This is an optimization exercise on Yosys and OpenROAD, whose aim is small area, a short achievable clock period and few clock cycles, not a production implementation.
Where RTL was checked, it was by simulation tests only, not by an equivalence proof against the original.
Power and IR drop assume default switching activity.

== run A ==
// hall_engine
module hall_engine (
    input  wire        clk,
    input  wire        rst,
    input  wire        ev_valid,
    input  wire [1:0]  ev_kind,       
    input  wire [31:0] ev_cmd,
    output wire        ev_ready,
    output reg         rsp_valid,
    output wire [31:0] rsp_result,
    output wire [7:0]  rsp_status,
    output wire        bus_valid,
    output reg         bus_write,
    output reg  [7:0]  bus_addr,
    output reg  [7:0]  bus_wdata,
    output wire [4:0]  bus_len,
    input  wire        bus_ready,
    input  wire        bus_ack,
    input  wire [23:0] bus_rdata,
    output wire        irq_request,
    input  wire        irq_grant,
    output reg         irq_release,
    output reg         sched_valid,
    output wire [15:0] sched_ms,
    output reg         cancel_valid,
    output reg         pub_valid,
    output wire [1:0]  pub_zone,
    output reg         log_valid,
    output wire [2:0]  log_code,
    output reg         alive,
    output reg         dead
);
Settings: LEC_CHECK=0, CAP_MARGIN=20, CORE_MARGIN=2, CORE_UTILIZATION=40, SLEW_MARGIN=20; clock period 10.0 ns.
standard.sh (not shown) runs the stock make flow with config.mk's settings and CLKGATE_MAP_FILE= SYNTH_SCRIPT=/design/flow/synth_recipe.tcl, a recipe that flattens the netlist after the stock synthesis.
==> flow/flow/run.sh <==
#!/bin/bash
# Layout: the standard flow (standard synthesis unchanged) with plain buffers on the
# ports and a larger setup margin for the resizer's timing repair. Each step's output goes
# to a log of its own.
set -euo pipefail
bash standard.sh synth > synth.log 2>&1
bash standard.sh finish SETUP_SLACK_MARGIN=7 "BUFFER_PORTS_ARGS=-buffer_cell sky130_fd_sc_hd__buf_4" > layout.log 2>&1
Run A has completed all stages; timing, DRC and antenna checks passed.
Testbench counts of run A, summed over its fixed seeds: cycles 11,798.
The following lists how run B was set up differently from run A:
--- a/flow/flow/run.sh
+++ b/flow/flow/run.sh
@@ -6,2 +6,2 @@
 bash standard.sh synth > synth.log 2>&1
-bash standard.sh finish SETUP_SLACK_MARGIN=7 "BUFFER_PORTS_ARGS=-buffer_cell sky130_fd_sc_hd__buf_4" > layout.log 2>&1
+bash standard.sh finish SETUP_SLACK_MARGIN=6 "BUFFER_PORTS_ARGS=-buffer_cell sky130_fd_sc_hd__buf_4" > layout.log 2>&1
### Flow results
Higher wire length after detailed routing was reported by run A, not run B.
Across both runs, number of nets in the layout was lower for run B than for run A.
Run A vs run B, capturing element of the worst setup path: res[14]$_DFFE_PN_ vs res[0]$_DFFE_PN_
Looking at register area across run B and run A, the one that comes out lower is run B.
Of run B and run A, it is run B that has the lower worst setup slack before clock tree synthesis.
Critical path depth for run B is higher than for run A.
Run B vs. run A: switching power moved down; total global-route track usage moved down.
Number of buffers outside the clock class in the layout in run B is about 56% lower than in run A
Sort run B and run A by logic gate share of total power, ascending, and run B comes first.
--- input diff run B..run C ---
--- a/flow/flow/run.sh
+++ b/flow/flow/run.sh
@@ -6,2 +6,2 @@
 bash standard.sh synth > synth.log 2>&1
-bash standard.sh finish SETUP_SLACK_MARGIN=6 "BUFFER_PORTS_ARGS=-buffer_cell sky130_fd_sc_hd__buf_4" > layout.log 2>&1
+bash standard.sh finish SETUP_SLACK_MARGIN=6.5 "BUFFER_PORTS_ARGS=-buffer_cell sky130_fd_sc_hd__buf_4" > layout.log 2>&1
## What came out
- Min utilization across run B and run C: run B
- Run B → run C: global-route usage now sits at about the same level, share of the final layout cell area in multi-input gates went down by 0.37 points.
- Summary of run C over run B: buffering overhead went up by 1.8 points; combined area of the multi-input logic cells went up by 4.6%; post-layout instance count excluding filler cells went up by 1.7%; area fraction in compound gates after synthesis was more or less identical; sequential fraction of total cell area went down by 1.3 points.
- Between run C and run B, the worst hold slack across all endpoints does not differ in any meaningful way.
- Run C against run B: routed wire length moved up; count of TritonRoute iterations in the first routing pass moved down.

========
## exp/amber
Another version of the RTL of hall_engine (not shown whole).
Size: ~2200 cells after synthesis, about 240 flip-flops, ~160 I/O pins.
Settings: LEC_CHECK=0, CAP_MARGIN=20, CORE_MARGIN=2, CORE_UTILIZATION=40, SLEW_MARGIN=20; clock period 10.0 ns.
==> flow/flow/run.sh <==
#!/bin/bash
# Layout: the standard flow (standard synthesis unchanged) with plain buffers on the
# ports and a larger setup margin for the resizer's timing repair. Each step's output goes
# to a log of its own.
set -euo pipefail
bash standard.sh synth > synth.log 2>&1
bash standard.sh finish SETUP_SLACK_MARGIN=6.75 "BUFFER_PORTS_ARGS=-buffer_cell sky130_fd_sc_hd__buf_4" > layout.log 2>&1
Testbench counts of exp/amber, summed over its fixed seeds: cycles 11,798.
For exp/willow, these inputs were changed with respect to exp/amber:
Settings: PLACE_DENSITY: unset -> 0.7.
diff --git a/flow/flow/run.sh b/flow/flow/run.sh
--- a/flow/flow/run.sh
+++ b/flow/flow/run.sh
@@ -5,3 +5,3 @@
 set -euo pipefail
 bash standard.sh synth > synth.log 2>&1
-bash standard.sh finish SETUP_SLACK_MARGIN=6.75 "BUFFER_PORTS_ARGS=-buffer_cell sky130_fd_sc_hd__buf_4" > layout.log 2>&1
+bash standard.sh finish SETUP_SLACK_MARGIN=6.5 "BUFFER_PORTS_ARGS=-buffer_cell sky130_fd_sc_hd__buf_1" > layout.log 2>&1
### Flow results
exp/willow did not stop at any stage, and its layout met the timing, DRC and antenna checks. For exp/amber, the cell at the slowest stage of the critical path was edfxtp_1, unlike exp/willow, where it was or3_4. exp/willow against exp/amber: via count now sits lower; global-route usage fell by 1.3 points; post-layout worst setup margin down 0.018 ns.
Here is what was changed in the inputs of exp/garnet compared with exp/willow.
Settings: clearing PLACE_DENSITY, which used to be 0.7.
diff --git a/flow/flow/run.sh b/flow/flow/run.sh
--- a/flow/flow/run.sh
+++ b/flow/flow/run.sh
@@ -5,3 +5,3 @@
 set -euo pipefail
 bash standard.sh synth > synth.log 2>&1
-bash standard.sh finish SETUP_SLACK_MARGIN=6.5 "BUFFER_PORTS_ARGS=-buffer_cell sky130_fd_sc_hd__buf_1" > layout.log 2>&1
+bash standard.sh finish SETUP_SLACK_MARGIN=6.25 "BUFFER_PORTS_ARGS=-buffer_cell sky130_fd_sc_hd__buf_1" > layout.log 2>&1
Total power of exp/garnet is higher than that of exp/willow. Going from exp/willow to exp/garnet, clock power grew by more than 10%. exp/garnet finished every stage and its layout cleared the timing, DRC and antenna checks. exp/willow was carried through to the last stage, and its layout satisfied the timing, DRC and antenna checks. In the tables for exp/willow and exp/garnet, total stage count of the critical path reads lower with exp/willow. exp/garnet vs. exp/willow: post-placement worst setup slack shrank by 0.27 ns; worst slack on hold paths went up by 0.0064 ns; total routing resource utilization after global routing has increased; count of buffers not belonging to the clock network in the layout now sits lower; utilization now sits lower. exp/garnet: transition time at the pin with the least slew margin is 0.011 ns higher than what exp/willow reported.
The following lists how exp/cedar was set up differently from exp/garnet:
diff --git a/flow/flow/run.sh b/flow/flow/run.sh
--- a/flow/flow/run.sh
+++ b/flow/flow/run.sh
@@ -5,3 +5,3 @@
 set -euo pipefail
 bash standard.sh synth > synth.log 2>&1
-bash standard.sh finish SETUP_SLACK_MARGIN=6.25 "BUFFER_PORTS_ARGS=-buffer_cell sky130_fd_sc_hd__buf_1" > layout.log 2>&1
+bash standard.sh finish SETUP_SLACK_MARGIN=6.5 "BUFFER_PORTS_ARGS=-buffer_cell sky130_fd_sc_hd__buf_4" > layout.log 2>&1
==> comparison <==
- In the tables for exp/cedar and exp/garnet, clock period minus final worst setup slack reads lower with exp/cedar.
- Portion of total power attributed to the clock network: exp/cedar < exp/garnet
- exp/cedar: period utilization is 1.4 points lower than what exp/garnet reported.
- Buffers inserted during post-CTS setup optimization, exp/cedar and exp/garnet: lower on exp/garnet
- Compared with exp/garnet, exp/cedar improves final worst slack.
Setup changes, exp/cedar to exp/violet
diff --git a/flow/flow/run.sh b/flow/flow/run.sh
--- a/flow/flow/run.sh
+++ b/flow/flow/run.sh
@@ -5,3 +5,3 @@
 set -euo pipefail
 bash standard.sh synth > synth.log 2>&1
-bash standard.sh finish SETUP_SLACK_MARGIN=6.5 "BUFFER_PORTS_ARGS=-buffer_cell sky130_fd_sc_hd__buf_4" > layout.log 2>&1
+bash standard.sh finish SETUP_SLACK_MARGIN=6.4 "BUFFER_PORTS_ARGS=-buffer_cell sky130_fd_sc_hd__buf_1" > layout.log 2>&1
--- outcome ---
- sched_ms[0] as the end point of the critical path was reported by exp/violet, and sched_ms[2] by exp/cedar.
- exp/cedar → exp/violet: critical path depth dropped 1, sequential share of layout area rose 1.2 points, time the worst path needs with I/O delays and setup comparable, combinational gate power lost 8.5%.

========
== v6 ==
Another version of the RTL of hall_engine (not shown whole).
For scale: about 2400 cells after synthesis, about 160 I/O pins, ~18000 um^2 of cells after synthesis.
export LEC_CHECK = 0
export CAP_MARGIN = 20
export CORE_MARGIN = 2
export CORE_UTILIZATION = 55
export PLACE_DENSITY = 0.68
export SLEW_MARGIN = 20
create_clock -name core_clock -period 10.0 [get_ports {clk}]
==> flow/flow/run.sh <==
#!/bin/bash
# Layout: the standard flow (standard synthesis unchanged) with plain buffers on the
# ports and a larger setup margin for the resizer's timing repair. Each step's output goes
# to a log of its own.
set -euo pipefail
bash standard.sh synth > synth.log 2>&1
bash standard.sh finish SETUP_SLACK_MARGIN=6.5 "BUFFER_PORTS_ARGS=-buffer_cell sky130_fd_sc_hd__buf_4" > layout.log 2>&1
Here is what was changed in the inputs of v7 compared with v6.
# v6
export LEC_CHECK = 0
export CAP_MARGIN = 20
export CORE_MARGIN = 2
export CORE_UTILIZATION = 55
export PLACE_DENSITY = 0.68
export SLEW_MARGIN = 20
create_clock -name core_clock -period 10.0 [get_ports {clk}]
# v7
export LEC_CHECK = 0
export CAP_MARGIN = 20
export CORE_MARGIN = 2
export CORE_UTILIZATION = 40
export SLEW_MARGIN = 20
create_clock -name core_clock -period 10.0 [get_ports {clk}]
==> notes.md <==
v7 was carried through to the last stage, and its layout satisfied the timing, DRC and antenna checks.
Compared to v6, v7 shows a wider setup margin.
Going from v6 to v7, time the worst path needs with I/O delays and setup moved down, cell area went up, register share of the cell area essentially unchanged.
NOTE highest attainable clock frequency v6->v7 increased slightly
Relative to v6, data required time of the worst path has gone down in v7.
Power: v7 vs v6 down 0.68%
v6 → v7: met3 track demand over resource lost 3.6 points; overall track demand over capacity in global routing went down by 8.7 points; net switching power figure dropped 2.2%.
Going from v6 to v7, the fraction of met1 tracks used by global routing was found to have gone down by 11 points.
No run of this note included a check of the RTL's function; only the layout flow was run.

========
== build 46 ==
Another version of the RTL of hall_engine (not shown whole).
Size: ~2,500 cells after synthesis, ~230 flip-flops, roughly 160 I/O pins, roughly 20,000 µm² of cells after synthesis.
==> flow/design.v (excerpt) <==
module hall_engine (
    input  wire        clk,
    input  wire        rst,
    input  wire        ev_valid,
    input  wire [1:0]  ev_kind,       
    input  wire [31:0] ev_cmd,
    output wire        ev_ready,
    output reg         rsp_valid,
    output wire [31:0] rsp_result,
    output wire [7:0]  rsp_status,
    output wire        bus_valid,
    output reg         bus_write,
    output reg  [7:0]  bus_addr,
    output reg  [7:0]  bus_wdata,
    output wire [4:0]  bus_len,
    input  wire        bus_ready,
    input  wire        bus_ack,
    input  wire [23:0] bus_rdata,
    output wire        irq_request,
    input  wire        irq_grant,
    output reg         irq_release,
    output reg         sched_valid,
    output wire [15:0] sched_ms,
    output reg         cancel_valid,
    output reg         pub_valid,
    output wire [1:0]  pub_zone,
    output reg         log_valid,
    output wire [2:0]  log_code,
    output reg         alive,
    output reg         dead
);
Settings: LEC_CHECK=0, CAP_MARGIN=20, CORE_MARGIN=2, CORE_UTILIZATION=40, SLEW_MARGIN=20; clock period 10.0 ns.
==> flow/flow/run.sh <==
#!/bin/bash
# Layout: the standard flow (standard synthesis unchanged), with a larger setup
# margin for the resizer's timing repair. Each step's output goes to a log of its own.
set -euo pipefail
bash standard.sh synth > synth.log 2>&1
bash standard.sh finish SETUP_SLACK_MARGIN=7 > layout.log 2>&1
No stage failed in build 46, and the final checks on the layout all came back clean.
Testbench counts of build 46, summed over its fixed seeds: cycles 11,603.
> inputs changed (build 46 -> build 91)
# build 46
export LEC_CHECK = 0
export CAP_MARGIN = 20
export CORE_MARGIN = 2
export CORE_UTILIZATION = 40
export SLEW_MARGIN = 20
create_clock -name core_clock -period 10.0 [get_ports {clk}]
# build 91
export LEC_CHECK = 0
export CAP_MARGIN = 20
export CORE_MARGIN = 2
export CORE_UTILIZATION = 40
export SETUP_SLACK_MARGIN = 5
export SLEW_MARGIN = 20
create_clock -name core_clock -period 10.0 [get_ports {clk}]
==> flow/run.sh (new file) <==
#!/bin/bash
# synth_recipe.tcl (not shown) runs the flow's synth.tcl, then flattens the netlist and writes it again
# the make line also repeats each setting of config.mk as NAME=value (left out here)
make -C /OpenROAD-flow-scripts/flow DESIGN_CONFIG=/design/flow/config.mk WORK_HOME=/design/flow/orfs CLKGATE_MAP_FILE= SYNTH_SCRIPT=/design/flow/synth_recipe.tcl finish
removed: flow/flow/run.sh
removed: flow/standard.sh
Results
Build 91 did not stop at any stage, and its layout met the timing, DRC and antenna checks. Summary of build 91 over build 46: maximum operating frequency saw a decrease; part of the Yosys area used for sequential elements roughly the same. On final total power, the lower figure sits with build 91, not build 46. Changes observed in build 91 relative to build 46: number of stages on the worst setup path went down by 3; buffering stage count on the worst path with inverters included down 2; power of the clock network now sits at about the same level; number of fill cells now sits higher.
The following lists how build 88 was set up differently from build 91:
# build 91
export LEC_CHECK = 0
export CAP_MARGIN = 20
export CORE_MARGIN = 2
export CORE_UTILIZATION = 40
export SETUP_SLACK_MARGIN = 5
export SLEW_MARGIN = 20
create_clock -name core_clock -period 10.0 [get_ports {clk}]
# build 88
export LEC_CHECK = 0
export CAP_MARGIN = 20
export CORE_MARGIN = 2
export CORE_UTILIZATION = 40
export SLEW_MARGIN = 20
create_clock -name core_clock -period 10.0 [get_ports {clk}]
==> flow/flow/run.sh (new file) <==
#!/bin/bash
# Layout: the standard flow (standard synthesis unchanged), with a larger setup
# margin for the resizer's timing repair. Each step's output goes to a log of its own.
set -euo pipefail
bash standard.sh synth > synth.log 2>&1
bash standard.sh finish SETUP_SLACK_MARGIN=9 > layout.log 2>&1
==> flow/standard.sh (new file) <==
#!/bin/bash
# synth_recipe.tcl (not shown) runs the flow's synth.tcl, then flattens the netlist and writes it again
# the make line also repeats each setting of config.mk as NAME=value (left out here)
make -C /OpenROAD-flow-scripts/flow DESIGN_CONFIG=/design/flow/config.mk WORK_HOME=/design/flow/orfs CLKGATE_MAP_FILE= SYNTH_SCRIPT=/design/flow/synth_recipe.tcl "${@:-finish}"
removed: flow/run.sh
[summary]
- Summary — violation count after the first detailed-routing iteration, build 88 relative to build 91: higher, by about 23%.
- Comparing build 91 with build 88, the cell count after placement came out essentially unchanged.
- Sort build 88 and build 91 by utilization asc -> top: build 91
- From build 91 to build 88, remaining design rule violation count did not move at all.
- Sort build 88 and build 91 by delay contributed by the slowest stage of the critical path asc -> top: build 88
- The total stage count of the critical path in build 88 was higher than what build 91 gave.
- Looking at most frequent standard cell in the layout excluding fill and tap cells, the sky130_fd_sc_hd__nand2_1 result is from build 91; the sky130_fd_sc_hd__buf_4 one comes from build 88.
- In build 88 the share of power burned in the clock network turned out 6.0 points lower than in build 91.

========
hall_engine, a different RTL version from the one above (not shown whole).
Size in the first run: roughly 3100 cells after synthesis, roughly 240 flip-flops, about 20000 um^2 of cells after synthesis.
clock: 10.0 ns
lec_check: 0
abc_area: 1
cap_margin: 20
core_margin: 2
core_utilization: 40
setup_slack_margin: 5
slew_margin: 20
run.sh (not shown) runs the stock make flow with config.mk's settings and CLKGATE_MAP_FILE= SYNTH_SCRIPT=/design/flow/synth_recipe.tcl, a recipe that flattens the netlist after the stock synthesis.
Stock flow here: none of the scripts above is used.
The starting point ran to the end with no violations.
Testbench counts at the start, summed over its fixed seeds: cycles 11,603.
Then changed:
--- a/flow/config.mk
+++ b/flow/config.mk
@@ -6,8 +6,6 @@
 export NUM_CORES = 4
 export LEC_CHECK = 0
-export ABC_AREA = 1
 export CAP_MARGIN = 20
 export CORE_MARGIN = 2
 export CORE_UTILIZATION = 40
-export SETUP_SLACK_MARGIN = 5
 export SLEW_MARGIN = 20
Outcome: Via count went down by about 11%; clock-buffer cell count increases by 8; total power rises by 13%; critical path depth is lower by 12.
Then changed:
--- a/flow/config.mk
+++ b/flow/config.mk
@@ -9,3 +9,4 @@
 export CORE_MARGIN = 2
 export CORE_UTILIZATION = 40
+export SETUP_SLACK_MARGIN = 5
 export SLEW_MARGIN = 20
Via count goes up by about 1.9%.
Register-to-register slack improves by 2.1 ns.
Non-clock buffer count climbs by 30.
Core utilization increases by 2.0 points.
Clock skew rises by 0.0063 ns.
Die area stays the same.

static timing again, ports no longer ideal:
The flow's constraints put no driver on any port. The routed layouts listed below were extracted and timed again, unchanged, in two steps.
Step 1 assumes that a clkbuf_16 drives the clock port and a buf_2 every other input.
Step 2 also shifts input and output timing later by t, the mid clock arrival at the registers, as if the neighbouring blocks saw the same clock.
a / b / c = no drivers / after step 1 / after step 2; a / b = the first two.
| run | t (ns) | slack for setup (ns) | worst data-port slew with drivers (ns) | cell pins on the clock port's net |
|---|---|---|---|---|
| run A | 0.620 | 6.274 / 6.274 / 5.776 | 0.15 | 1 |
| run B | 0.627 | 6.080 / 6.080 / 5.574 | 0.04 | 1 |
| run C | 0.628 | 6.317 / 6.317 / 5.725 | 0.05 | 1 |
| exp/amber | 0.633 | 6.488 / 6.437 / 5.889 | 0.18 | 1 |
| exp/willow | 0.605 | 6.470 / 6.433 / 5.876 | 0.06 | 1 |
| exp/garnet | 0.647 | 6.277 / 6.276 / 5.668 | 0.05 | 1 |
| exp/cedar | 0.632 | 6.416 / 6.362 / 5.917 | 0.17 | 1 |
| exp/violet | 0.625 | 6.417 / 6.366 / 5.827 | 0.04 | 1 |
| v6 | 0.627 | 6.242 / 6.242 / 5.684 | 0.07 | 1 |
| v7 | 0.638 | 6.299 / 6.299 / 5.715 | 0.06 | 1 |
| build 46 | 0.661 | 5.977 / 5.982 / 5.320 | 0.07 | 1 |
| build 91 | 0.667 | 5.068 / 5.100 / 4.433 | 0.06 | 1 |
| build 88 | 0.665 | 6.126 / 6.145 / 5.481 | 0.36 | 1 |
| the first run of note 5 | 0.677 | 4.094 / 4.094 / 4.094 | 0.04 | 1 |
| the second run of note 5 | 0.649 | 2.974 / 2.974 / 2.974 | 0.04 | 1 |
| the third run of note 5 | 0.653 | 5.045 / 5.045 / 4.503 | 0.04 | 1 |
After both steps setup and hold are still met in every run listed. The setup slack of build 46, which loses most, moves by +0.005 ns with the drivers and by -0.657 ns with both steps.
